Background: an optimization exercise with open tools, aiming at small area, a short achievable clock period and few clock cycles. Do not read the settings as production practice. The RTL was checked by simulation tests, not by an equivalence proof against the original design.

==> inputs of run A <==
==> flow/design.v (excerpt) <==
module pll_solver (
    input  wire        clk,
    input  wire        rst_n,
    input  wire        in_valid,
    output reg         in_ready,
    input  wire [31:0] in_t,
    output reg         out_valid,
    input  wire        out_ready,
    output reg         out_found,
    output reg  [7:0]  out_fb,
    output reg  [1:0]  out_refdiv,
    output reg  [2:0]  out_post1,
    output reg  [2:0]  out_post2,
    output reg         out_hf,
    output reg  [12:0] out_f_num,
    output reg  [6:0]  out_f_den,
    output reg  [87:0] out_frame
);
clock: 38.0 ns
lec_check: 0
abc_area: 1
cap_margin: 20
core_margin: 2
core_utilization: 55
place_density: 0.7
slew_margin: 20
run.sh (not shown) runs the stock make flow with config.mk's settings and CLKGATE_MAP_FILE= SYNTH_SCRIPT=/design/flow/synth_recipe.tcl, a recipe that flattens the netlist after the stock synthesis.
==> run P: changes against run A <==
--- a/flow/design.v
+++ b/flow/design.v
@@ -439,17 +439,17 @@
         if (s1_ok4) begin s1_u = s1_u4; s1_ord = 6'd20; s1_s = s1_I[11]; s1_mag = {{4{1'b0}}, s1_I[10:0] ^ {11{s1_I[11]}}}; end
     end
     wire [35:0] s1_m36 = {21'd0, s1_mag};
     wire [4:0]  s1_g = s1_s ? (5'd25 - s1_f) : s1_f;
     wire [35:0] cs16_s = csum((s1_m36 << 4), (s1_m36 << 3), s1_m36);
     wire [35:0] cs16_c = ccar((s1_m36 << 4), (s1_m36 << 3), s1_m36);
     wire [35:0] cs17_s = csum({31'd0, s1_g}, cs16_s, cs16_c);
     wire [35:0] cs17_c = ccar({31'd0, s1_g}, cs16_s, cs16_c);
-    wire [35:0] s1_v36 = badd(cs17_s, cs17_c, 1'b0);
+    wire [35:0] s1_v36 = cs17_s + cs17_c + {35'd0, 1'b0};
     wire [20:0] s1_v = s1_v36[20:0];
     wire        s1_ok = s1_val & (le32({17'd0, s1_mag}, 32'd2620) | ((s1_mag == 15'd2621) & (s1_g < 5'd11))) & ~big2;    
     wire [23:0] s1_key = {~s1_ok, s1_v[16:0], s1_ord};    
     wire [4:0] s3_f;
     assign s3_f[0] = (b2 == 5'd1) | (b2 == 5'd3) | (b2 == 5'd5) | (b2 == 5'd7) | (b2 == 5'd10) | (b2 == 5'd12) | (b2 == 5'd14) | (b2 == 5'd16) | (b2 == 5'd17) | (b2 == 5'd19) | (b2 == 5'd21) | (b2 == 5'd23);
     assign s3_f[1] = (b2 == 5'd1) | (b2 == 5'd2) | (b2 == 5'd5) | (b2 == 5'd6) | (b2 == 5'd9) | (b2 == 5'd12) | (b2 == 5'd13) | (b2 == 5'd16) | (b2 == 5'd19) | (b2 == 5'd20) | (b2 == 5'd23) | (b2 == 5'd24);
     assign s3_f[2] = (b2 == 5'd2) | (b2 == 5'd4) | (b2 == 5'd5) | (b2 == 5'd7) | (b2 == 5'd10) | (b2 == 5'd13) | (b2 == 5'd15) | (b2 == 5'd16) | (b2 == 5'd18) | (b2 == 5'd19) | (b2 == 5'd21) | (b2 == 5'd24);
     assign s3_f[3] = (b2 == 5'd3) | (b2 == 5'd4) | (b2 == 5'd5) | (b2 == 5'd8) | (b2 == 5'd11) | (b2 == 5'd12) | (b2 == 5'd13) | (b2 == 5'd20) | (b2 == 5'd21);
@@ -472,17 +472,17 @@
         if (s3_ok3) begin s3_u = s3_u3; s3_ord = 6'd11; s3_s = s3_I[12]; s3_mag = {{3{1'b0}}, s3_I[11:0] ^ {12{s3_I[12]}}}; end
     end
     wire [35:0] s3_m36 = {21'd0, s3_mag};
     wire [4:0]  s3_g = s3_s ? (5'd25 - s3_f) : s3_f;
     wire [35:0] cs18_s = csum((s3_m36 << 4), (s3_m36 << 3), s3_m36);
     wire [35:0] cs18_c = ccar((s3_m36 << 4), (s3_m36 << 3), s3_m36);
     wire [35:0] cs19_s = csum({31'd0, s3_g}, cs18_s, cs18_c);
     wire [35:0] cs19_c = ccar({31'd0, s3_g}, cs18_s, cs18_c);
-    wire [35:0] s3_v36 = badd(cs19_s, cs19_c, 1'b0);
+    wire [35:0] s3_v36 = cs19_s + cs19_c + {35'd0, 1'b0};
     wire [20:0] s3_v = s3_v36[20:0];
     wire        s3_ok = s3_val & (le32({17'd0, s3_mag}, 32'd7863) | ((s3_mag == 15'd7864) & (s3_g < 5'd8))) & ~big2;    
     wire [24:0] s3_key = {~s3_ok, s3_v[17:0], s3_ord};    
     wire [4:0] s5_f;
     assign s5_f[0] = (b2 == 5'd1) | (b2 == 5'd3) | (b2 == 5'd6) | (b2 == 5'd8) | (b2 == 5'd11) | (b2 == 5'd13) | (b2 == 5'd16) | (b2 == 5'd18) | (b2 == 5'd21) | (b2 == 5'd23);
     assign s5_f[1] = (b2 == 5'd2) | (b2 == 5'd3) | (b2 == 5'd7) | (b2 == 5'd8) | (b2 == 5'd12) | (b2 == 5'd13) | (b2 == 5'd17) | (b2 == 5'd18) | (b2 == 5'd22) | (b2 == 5'd23);
     assign s5_f[2] = (b2 == 5'd1) | (b2 == 5'd3) | (b2 == 5'd4) | (b2 == 5'd6) | (b2 == 5'd8) | (b2 == 5'd9) | (b2 == 5'd11) | (b2 == 5'd13) | (b2 == 5'd14) | (b2 == 5'd16) | (b2 == 5'd18) | (b2 == 5'd19) | (b2 == 5'd21) | (b2 == 5'd23) | (b2 == 5'd24);
     assign s5_f[3] = (b2 == 5'd2) | (b2 == 5'd3) | (b2 == 5'd7) | (b2 == 5'd8) | (b2 == 5'd12) | (b2 == 5'd13) | (b2 == 5'd17) | (b2 == 5'd18) | (b2 == 5'd22) | (b2 == 5'd23);
@@ -505,17 +505,17 @@
     wire [35:0] s5_m36 = {21'd0, s5_mag};
     wire [4:0]  s5_g = s5_s ? (5'd25 - s5_f) : s5_f;
     wire [2:0] s5_g5;
     assign s5_g5[0] = (s5_g == 5'd5) | (s5_g == 5'd15) | (s5_g == 5'd25);
     assign s5_g5[1] = (s5_g == 5'd10) | (s5_g == 5'd15);
     assign s5_g5[2] = (s5_g == 5'd20) | (s5_g == 5'd25);
     wire [35:0] cs20_s = csum((s5_m36 << 2), s5_m36, {33'd0, s5_g5});
     wire [35:0] cs20_c = ccar((s5_m36 << 2), s5_m36, {33'd0, s5_g5});
-    wire [35:0] s5_v36 = badd(cs20_s, cs20_c, 1'b0);
+    wire [35:0] s5_v36 = cs20_s + cs20_c + {35'd0, 1'b0};
     wire [20:0] s5_v = s5_v36[20:0];
     wire        s5_ok = s5_val & (le32({17'd0, s5_mag}, 32'd13106) | ((s5_mag == 15'd13107) & (s5_g5 < 5'd1))) & ~big2;    
     wire [23:0] s5_key = {~s5_ok, s5_v[16:0], s5_ord};    
     wire [4:0] s7_f;
     assign s7_f[0] = (b2 == 5'd1) | (b2 == 5'd3) | (b2 == 5'd4) | (b2 == 5'd6) | (b2 == 5'd9) | (b2 == 5'd12) | (b2 == 5'd14) | (b2 == 5'd15) | (b2 == 5'd17) | (b2 == 5'd18) | (b2 == 5'd20) | (b2 == 5'd23);
     assign s7_f[1] = (b2 == 5'd1) | (b2 == 5'd2) | (b2 == 5'd4) | (b2 == 5'd5) | (b2 == 5'd8) | (b2 == 5'd11) | (b2 == 5'd14) | (b2 == 5'd17) | (b2 == 5'd20) | (b2 == 5'd21) | (b2 == 5'd23) | (b2 == 5'd24);
     assign s7_f[2] = (b2 == 5'd1) | (b2 == 5'd2) | (b2 == 5'd3) | (b2 == 5'd8) | (b2 == 5'd9) | (b2 == 5'd10) | (b2 == 5'd14) | (b2 == 5'd15) | (b2 == 5'd16) | (b2 == 5'd20) | (b2 == 5'd21) | (b2 == 5'd22);
     assign s7_f[3] = (b2 == 5'd2) | (b2 == 5'd5) | (b2 == 5'd7) | (b2 == 5'd9) | (b2 == 5'd12) | (b2 == 5'd16) | (b2 == 5'd19) | (b2 == 5'd20) | (b2 == 5'd23);
@@ -536,17 +536,17 @@
         if (s7_ok2) begin s7_u = s7_u2; s7_ord = 6'd5; s7_s = s7_I[13]; s7_mag = {{2{1'b0}}, s7_I[12:0] ^ {13{s7_I[13]}}}; end
     end
     wire [35:0] s7_m36 = {21'd0, s7_mag};
     wire [4:0]  s7_g = s7_s ? (5'd25 - s7_f) : s7_f;
     wire [35:0] cs21_s = csum((s7_m36 << 4), (s7_m36 << 3), s7_m36);
     wire [35:0] cs21_c = ccar((s7_m36 << 4), (s7_m36 << 3), s7_m36);
     wire [35:0] cs22_s = csum({31'd0, s7_g}, cs21_s, cs21_c);
     wire [35:0] cs22_c = ccar({31'd0, s7_g}, cs21_s, cs21_c);
-    wire [35:0] s7_v36 = badd(cs22_s, cs22_c, 1'b0);
+    wire [35:0] s7_v36 = cs22_s + cs22_c + {35'd0, 1'b0};
     wire [20:0] s7_v = s7_v36[20:0];
     wire        s7_ok = s7_val & (le32({17'd0, s7_mag}, 32'd18349) | ((s7_mag == 15'd18350) & (s7_g < 5'd2))) & ~big2;    
     wire [25:0] s7_key = {~s7_ok, s7_v[18:0], s7_ord};    
     wire [4:0] s9_f;
     assign s9_f[0] = (b2 == 5'd1) | (b2 == 5'd4) | (b2 == 5'd7) | (b2 == 5'd10) | (b2 == 5'd13) | (b2 == 5'd14) | (b2 == 5'd16) | (b2 == 5'd17) | (b2 == 5'd19) | (b2 == 5'd20) | (b2 == 5'd22) | (b2 == 5'd23);
     assign s9_f[1] = (b2 == 5'd2) | (b2 == 5'd3) | (b2 == 5'd4) | (b2 == 5'd8) | (b2 == 5'd9) | (b2 == 5'd10) | (b2 == 5'd15) | (b2 == 5'd16) | (b2 == 5'd17) | (b2 == 5'd21) | (b2 == 5'd22) | (b2 == 5'd23);
     assign s9_f[2] = (b2 == 5'd5) | (b2 == 5'd6) | (b2 == 5'd7) | (b2 == 5'd8) | (b2 == 5'd9) | (b2 == 5'd10) | (b2 == 5'd18) | (b2 == 5'd19) | (b2 == 5'd20) | (b2 == 5'd21) | (b2 == 5'd22) | (b2 == 5'd23);
     assign s9_f[3] = (b2 == 5'd1) | (b2 == 5'd4) | (b2 == 5'd7) | (b2 == 5'd10) | (b2 == 5'd11) | (b2 == 5'd12) | (b2 == 5'd15) | (b2 == 5'd18) | (b2 == 5'd21);
@@ -583,17 +583,17 @@
     wire [35:0] cs23_s = csum(s9_m36, (s9_m36 << 3), ~(s9_m36 << 6));
     wire [35:0] cs23_c = ccar(s9_m36, (s9_m36 << 3), ~(s9_m36 << 6));
     wire [35:0] cs24_s = csum((s9_m36 << 8), (s9_m36 << 10), {25'd0, s9_cg});
     wire [35:0] cs24_c = ccar((s9_m36 << 8), (s9_m36 << 10), {25'd0, s9_cg});
     wire [35:0] cs25_s = csum(cs23_s, cs23_c, cs24_s);
     wire [35:0] cs25_c = ccar(cs23_s, cs23_c, cs24_s);
     wire [35:0] cs26_s = csum(cs24_c, cs25_s, cs25_c);
     wire [35:0] cs26_c = ccar(cs24_c, cs25_s, cs25_c);
-    wire [35:0] s9_E36 = badd(cs26_s, cs26_c, 1'b1);
+    wire [35:0] s9_E36 = cs26_s + cs26_c + {35'd0, 1'b1};
     wire        s9_ok = s9_val & (le32({17'd0, s9_mag}, 32'd23591) | ((s9_mag == 15'd23592) & (s9_g < 5'd24))) & ~big2;    
     wire [31:0] s9_key = {~s9_ok, s9_E36[24:0], s9_ord};
     wire [4:0] s15_f;
     assign s15_f[0] = (b2 == 5'd1) | (b2 == 5'd2) | (b2 == 5'd6) | (b2 == 5'd7) | (b2 == 5'd11) | (b2 == 5'd12) | (b2 == 5'd16) | (b2 == 5'd17) | (b2 == 5'd21) | (b2 == 5'd22);
     assign s15_f[1] = (b2 == 5'd1) | (b2 == 5'd4) | (b2 == 5'd6) | (b2 == 5'd9) | (b2 == 5'd11) | (b2 == 5'd14) | (b2 == 5'd16) | (b2 == 5'd19) | (b2 == 5'd21) | (b2 == 5'd24);
     assign s15_f[2] = (b2 == 5'd1) | (b2 == 5'd2) | (b2 == 5'd3) | (b2 == 5'd6) | (b2 == 5'd7) | (b2 == 5'd8) | (b2 == 5'd11) | (b2 == 5'd12) | (b2 == 5'd13) | (b2 == 5'd16) | (b2 == 5'd17) | (b2 == 5'd18) | (b2 == 5'd21) | (b2 == 5'd22) | (b2 == 5'd23);
     assign s15_f[3] = (b2 == 5'd1) | (b2 == 5'd4) | (b2 == 5'd6) | (b2 == 5'd9) | (b2 == 5'd11) | (b2 == 5'd14) | (b2 == 5'd16) | (b2 == 5'd19) | (b2 == 5'd21) | (b2 == 5'd24);
     assign s15_f[4] = (b2 == 5'd3) | (b2 == 5'd8) | (b2 == 5'd13) | (b2 == 5'd18) | (b2 == 5'd23);
@@ -613,17 +613,17 @@
     wire [35:0] s15_m36 = {21'd0, s15_mag};
     wire [4:0]  s15_g = s15_s ? (5'd25 - s15_f) : s15_f;
     wire [2:0] s15_g5;
     assign s15_g5[0] = (s15_g == 5'd5) | (s15_g == 5'd15) | (s15_g == 5'd25);
     assign s15_g5[1] = (s15_g == 5'd10) | (s15_g == 5'd15);
     assign s15_g5[2] = (s15_g == 5'd20) | (s15_g == 5'd25);
     wire [35:0] cs27_s = csum((s15_m36 << 2), s15_m36, {33'd0, s15_g5});
     wire [35:0] cs27_c = ccar((s15_m36 << 2), s15_m36, {33'd0, s15_g5});
-    wire [35:0] s15_v36 = badd(cs27_s, cs27_c, 1'b0);
+    wire [35:0] s15_v36 = cs27_s + cs27_c + {35'd0, 1'b0};
     wire [20:0] s15_v = s15_v36[20:0];
     wire        s15_ok = s15_val & ~big2;
     wire [24:0] s15_key = {~s15_ok, s15_v[17:0], s15_ord};    
     wire [4:0] s21_f;
     assign s21_f[0] = (b2 == 5'd1) | (b2 == 5'd2) | (b2 == 5'd3) | (b2 == 5'd4) | (b2 == 5'd5) | (b2 == 5'd6) | (b2 == 5'd13) | (b2 == 5'd14) | (b2 == 5'd15) | (b2 == 5'd16) | (b2 == 5'd17) | (b2 == 5'd18);
     assign s21_f[1] = (b2 == 5'd7) | (b2 == 5'd8) | (b2 == 5'd9) | (b2 == 5'd10) | (b2 == 5'd11) | (b2 == 5'd12) | (b2 == 5'd13) | (b2 == 5'd14) | (b2 == 5'd15) | (b2 == 5'd16) | (b2 == 5'd17) | (b2 == 5'd18);
     assign s21_f[2] = (b2 == 5'd1) | (b2 == 5'd3) | (b2 == 5'd5) | (b2 == 5'd7) | (b2 == 5'd9) | (b2 == 5'd11) | (b2 == 5'd13) | (b2 == 5'd15) | (b2 == 5'd17) | (b2 == 5'd20) | (b2 == 5'd22) | (b2 == 5'd24);
     assign s21_f[3] = (b2 == 5'd3) | (b2 == 5'd4) | (b2 == 5'd9) | (b2 == 5'd10) | (b2 == 5'd15) | (b2 == 5'd16) | (b2 == 5'd19) | (b2 == 5'd22) | (b2 == 5'd23);
@@ -656,17 +656,17 @@
     assign s21_cg[9] = (s21_g == 5'd25);
     assign s21_cg[10] = 1'b0;
     wire [35:0] cs28_s = csum(s21_m36, ~(s21_m36 << 2), (s21_m36 << 4));
     wire [35:0] cs28_c = ccar(s21_m36, ~(s21_m36 << 2), (s21_m36 << 4));
     wire [35:0] cs29_s = csum((s21_m36 << 9), {25'd0, s21_cg}, cs28_s);
     wire [35:0] cs29_c = ccar((s21_m36 << 9), {25'd0, s21_cg}, cs28_s);
     wire [35:0] cs30_s = csum(cs28_c, cs29_s, cs29_c);
     wire [35:0] cs30_c = ccar(cs28_c, cs29_s, cs29_c);
-    wire [35:0] s21_E36 = badd(cs30_s, cs30_c, 1'b1);
+    wire [35:0] s21_E36 = cs30_s + cs30_c + {35'd0, 1'b1};
     wire        s21_ok = s21_val & ~big2;
     wire [31:0] s21_key = {~s21_ok, s21_E36[24:0], s21_ord};
     wire [4:0] s25_f;
     assign s25_f[0] = 1'b0;
     assign s25_f[1] = 1'b0;
     assign s25_f[2] = 1'b0;
     assign s25_f[3] = 1'b0;
     assign s25_f[4] = 1'b0;
@@ -706,17 +706,17 @@
     wire [35:0] s35_m36 = {21'd0, s35_mag};
     wire [4:0]  s35_g = s35_s ? (5'd25 - s35_f) : s35_f;
     wire [2:0] s35_g5;
     assign s35_g5[0] = (s35_g == 5'd5) | (s35_g == 5'd15) | (s35_g == 5'd25);
     assign s35_g5[1] = (s35_g == 5'd10) | (s35_g == 5'd15);
     assign s35_g5[2] = (s35_g == 5'd20) | (s35_g == 5'd25);
     wire [35:0] cs31_s = csum((s35_m36 << 2), s35_m36, {33'd0, s35_g5});
     wire [35:0] cs31_c = ccar((s35_m36 << 2), s35_m36, {33'd0, s35_g5});
-    wire [35:0] s35_v36 = badd(cs31_s, cs31_c, 1'b0);
+    wire [35:0] s35_v36 = cs31_s + cs31_c + {35'd0, 1'b0};
     wire [20:0] s35_v = s35_v36[20:0];
     wire        s35_ok = s35_val & ~big2;
     wire [25:0] s35_key = {~s35_ok, s35_v[18:0], s35_ord};    
     wire [4:0] s49_f;
     assign s49_f[0] = (b2 == 5'd2) | (b2 == 5'd4) | (b2 == 5'd6) | (b2 == 5'd8) | (b2 == 5'd10) | (b2 == 5'd12) | (b2 == 5'd14) | (b2 == 5'd16) | (b2 == 5'd18) | (b2 == 5'd20) | (b2 == 5'd22) | (b2 == 5'd24);
     assign s49_f[1] = (b2 == 5'd2) | (b2 == 5'd3) | (b2 == 5'd6) | (b2 == 5'd7) | (b2 == 5'd10) | (b2 == 5'd11) | (b2 == 5'd14) | (b2 == 5'd15) | (b2 == 5'd18) | (b2 == 5'd19) | (b2 == 5'd22) | (b2 == 5'd23);
     assign s49_f[2] = (b2 == 5'd2) | (b2 == 5'd3) | (b2 == 5'd4) | (b2 == 5'd5) | (b2 == 5'd10) | (b2 == 5'd11) | (b2 == 5'd12) | (b2 == 5'd13) | (b2 == 5'd18) | (b2 == 5'd19) | (b2 == 5'd20) | (b2 == 5'd21);
     assign s49_f[3] = (b2 == 5'd1) | (b2 == 5'd10) | (b2 == 5'd11) | (b2 == 5'd12) | (b2 == 5'd13) | (b2 == 5'd14) | (b2 == 5'd15) | (b2 == 5'd16) | (b2 == 5'd17);
@@ -745,17 +745,17 @@
     assign s49_cg[7] = (s49_g == 5'd15) | (s49_g == 5'd16) | (s49_g == 5'd17) | (s49_g == 5'd18) | (s49_g == 5'd19) | (s49_g == 5'd20) | (s49_g == 5'd21) | (s49_g == 5'd22) | (s49_g == 5'd23) | (s49_g == 5'd24) | (s49_g == 5'd25);
     assign s49_cg[8] = 1'b0;
     assign s49_cg[9] = 1'b0;
     assign s49_cg[10] = 1'b0;
     wire [35:0] cs32_s = csum(s49_m36, ~(s49_m36 << 5), (s49_m36 << 8));
     wire [35:0] cs32_c = ccar(s49_m36, ~(s49_m36 << 5), (s49_m36 << 8));
     wire [35:0] cs33_s = csum({25'd0, s49_cg}, cs32_s, cs32_c);
     wire [35:0] cs33_c = ccar({25'd0, s49_cg}, cs32_s, cs32_c);
-    wire [35:0] s49_E36 = badd(cs33_s, cs33_c, 1'b1);
+    wire [35:0] s49_E36 = cs33_s + cs33_c + {35'd0, 1'b1};
     wire        s49_ok = s49_val & ~big2;
     wire [31:0] s49_key = {~s49_ok, s49_E36[24:0], s49_ord};
     wire        ga_ab = le32({8'd0, s1_key}, {8'd0, s5_key});
     wire        ga_ac = le32({8'd0, s1_key}, {8'd0, s25_key});
     wire        ga_bc = le32({8'd0, s5_key}, {8'd0, s25_key});
     wire        ga_sa = ga_ab & ga_ac;
     wire        ga_sb = ~ga_ab & ga_bc;
     wire [23:0] ga_key = ga_sa ? s1_key : (ga_sb ? s5_key : s25_key);
@@ -786,27 +786,27 @@
     always @(posedge clk) begin s49_key_r <= s49_key; s49_u_r <= s49_u; end
     wire [35:0] e441_v36 = {19'd0, ga_key_r[22:6]};
     wire [35:0] cs34_s = csum(e441_v36, ~(e441_v36 << 3), ~(e441_v36 << 6));
     wire [35:0] cs34_c = ccar(e441_v36, ~(e441_v36 << 3), ~(e441_v36 << 6));
     wire [35:0] cs35_s = csum((e441_v36 << 9), 36'd1, cs34_s);
     wire [35:0] cs35_c = ccar((e441_v36 << 9), 36'd1, cs34_s);
     wire [35:0] cs36_s = csum(cs34_c, cs35_s, cs35_c);
     wire [35:0] cs36_c = ccar(cs34_c, cs35_s, cs35_c);
-    wire [35:0] e441_E36 = badd(cs36_s, cs36_c, 1'b1);
+    wire [35:0] e441_E36 = cs36_s + cs36_c + {35'd0, 1'b1};
     wire [31:0] e441_key = {ga_key_r[23], e441_E36[24:0], ga_key_r[5:0]};
     wire [35:0] e147_v36 = {18'd0, gb_key_r[23:6]};
     wire [35:0] cs37_s = csum(~e147_v36, (e147_v36 << 2), (e147_v36 << 4));
     wire [35:0] cs37_c = ccar(~e147_v36, (e147_v36 << 2), (e147_v36 << 4));
     wire [35:0] cs38_s = csum((e147_v36 << 7), cs37_s, cs37_c);
     wire [35:0] cs38_c = ccar((e147_v36 << 7), cs37_s, cs37_c);
-    wire [35:0] e147_E36 = badd(cs38_s, cs38_c, 1'b1);
+    wire [35:0] e147_E36 = cs38_s + cs38_c + {35'd0, 1'b1};
     wire [31:0] e147_key = {gb_key_r[24], e147_E36[24:0], gb_key_r[5:0]};
     wire [35:0] e63_v36 = {17'd0, gc_key_r[24:6]};
-    wire [35:0] e63_E36 = badd(~e63_v36, (e63_v36 << 6), 1'b1);
+    wire [35:0] e63_E36 = ~e63_v36 + (e63_v36 << 6) + {35'd0, 1'b1};
     wire [31:0] e63_key = {gc_key_r[25], e63_E36[24:0], gc_key_r[5:0]};
     wire        mb0_a = le32(s9_key_r, s21_key_r);
     wire [31:0] mb0_key = mb0_a ? s9_key_r : s21_key_r;
     wire [8:0]  mb0_u = mb0_a ? s9_u_r : s21_u_r;
     wire        mb_a = le32(mb0_key, s49_key_r);
     wire [31:0] mb_key = mb_a ? mb0_key : s49_key_r;
     wire [8:0]  mb_u = mb_a ? mb0_u : s49_u_r;
     wire        m5_01 = le32(e441_key, e147_key);
==> summary of the runs <==
In run A the core utilization is lower than in run P, by 0.17 points.
Run P went through all stages and came out clean. Run A completed with no timing, DRC or antenna violations.
Of run A and run P, run A has the higher first-iteration DRC count (gap about 4%, measured against run P).
Of run P and run A, run P has the higher clock skew (gap 0.023 ns).
Of run A and run P, run P has the higher cell count (gap about 3.4%, measured against run P).
==> figures <==
quantity                                                            run P           run A
Vias in the first global route                                      62100           59500
Total global-route track usage                                      31.8%           32.5%
Status                                                     finished clean  finished clean
Startpoint-to-endpoint class of the critical path  flop to primary output    flop to flop
Die Outline Area                                              0.140 sq mm     0.139 sq mm
Total of clock buffers placed in the layout                           124             111
EDFF count, synth                                                     153             151
Seq cells post-synth                                                  735             733
Testbench counts of run A, summed over its fixed seeds: cycles 2,448.
Testbench counts of run P, summed over its fixed seeds: cycles 2,448.

## static timing again, ports no longer ideal
No port has a modelled driver above. Below, the same layouts with a new extraction and two added sets of constraints. Step 1 (the two cells are an assumption about what drives the block):
set clk [get_ports {clk}]
set_driving_cell -lib_cell sky130_fd_sc_hd__clkbuf_16 $clk
set_driving_cell -lib_cell sky130_fd_sc_hd__buf_2 [delete_from_list [all_inputs] $clk]
Step 2, shift: input delay + t, output delay - t, t = (earliest + latest rising clock arrival at the registers) / 2. This alone moves slack from input paths to output paths. Three values: ideal, step 1, step 2; two values: the first two.
| run | t (ns) | setup WS [ns] | clock arrival spread, ns |
|---|---|---|---|
| run A | 0.782 | 28.678 / 28.625 / 28.343 | 0.040 / 0.041 |
| run P | 0.799 | 28.681 / 28.601 / 28.324 | 0.065 / 0.064 |
After both steps every run listed still meets setup and hold. The setup slack of run P, which loses most, moves by -0.080 ns with the drivers and by -0.357 ns with both steps.
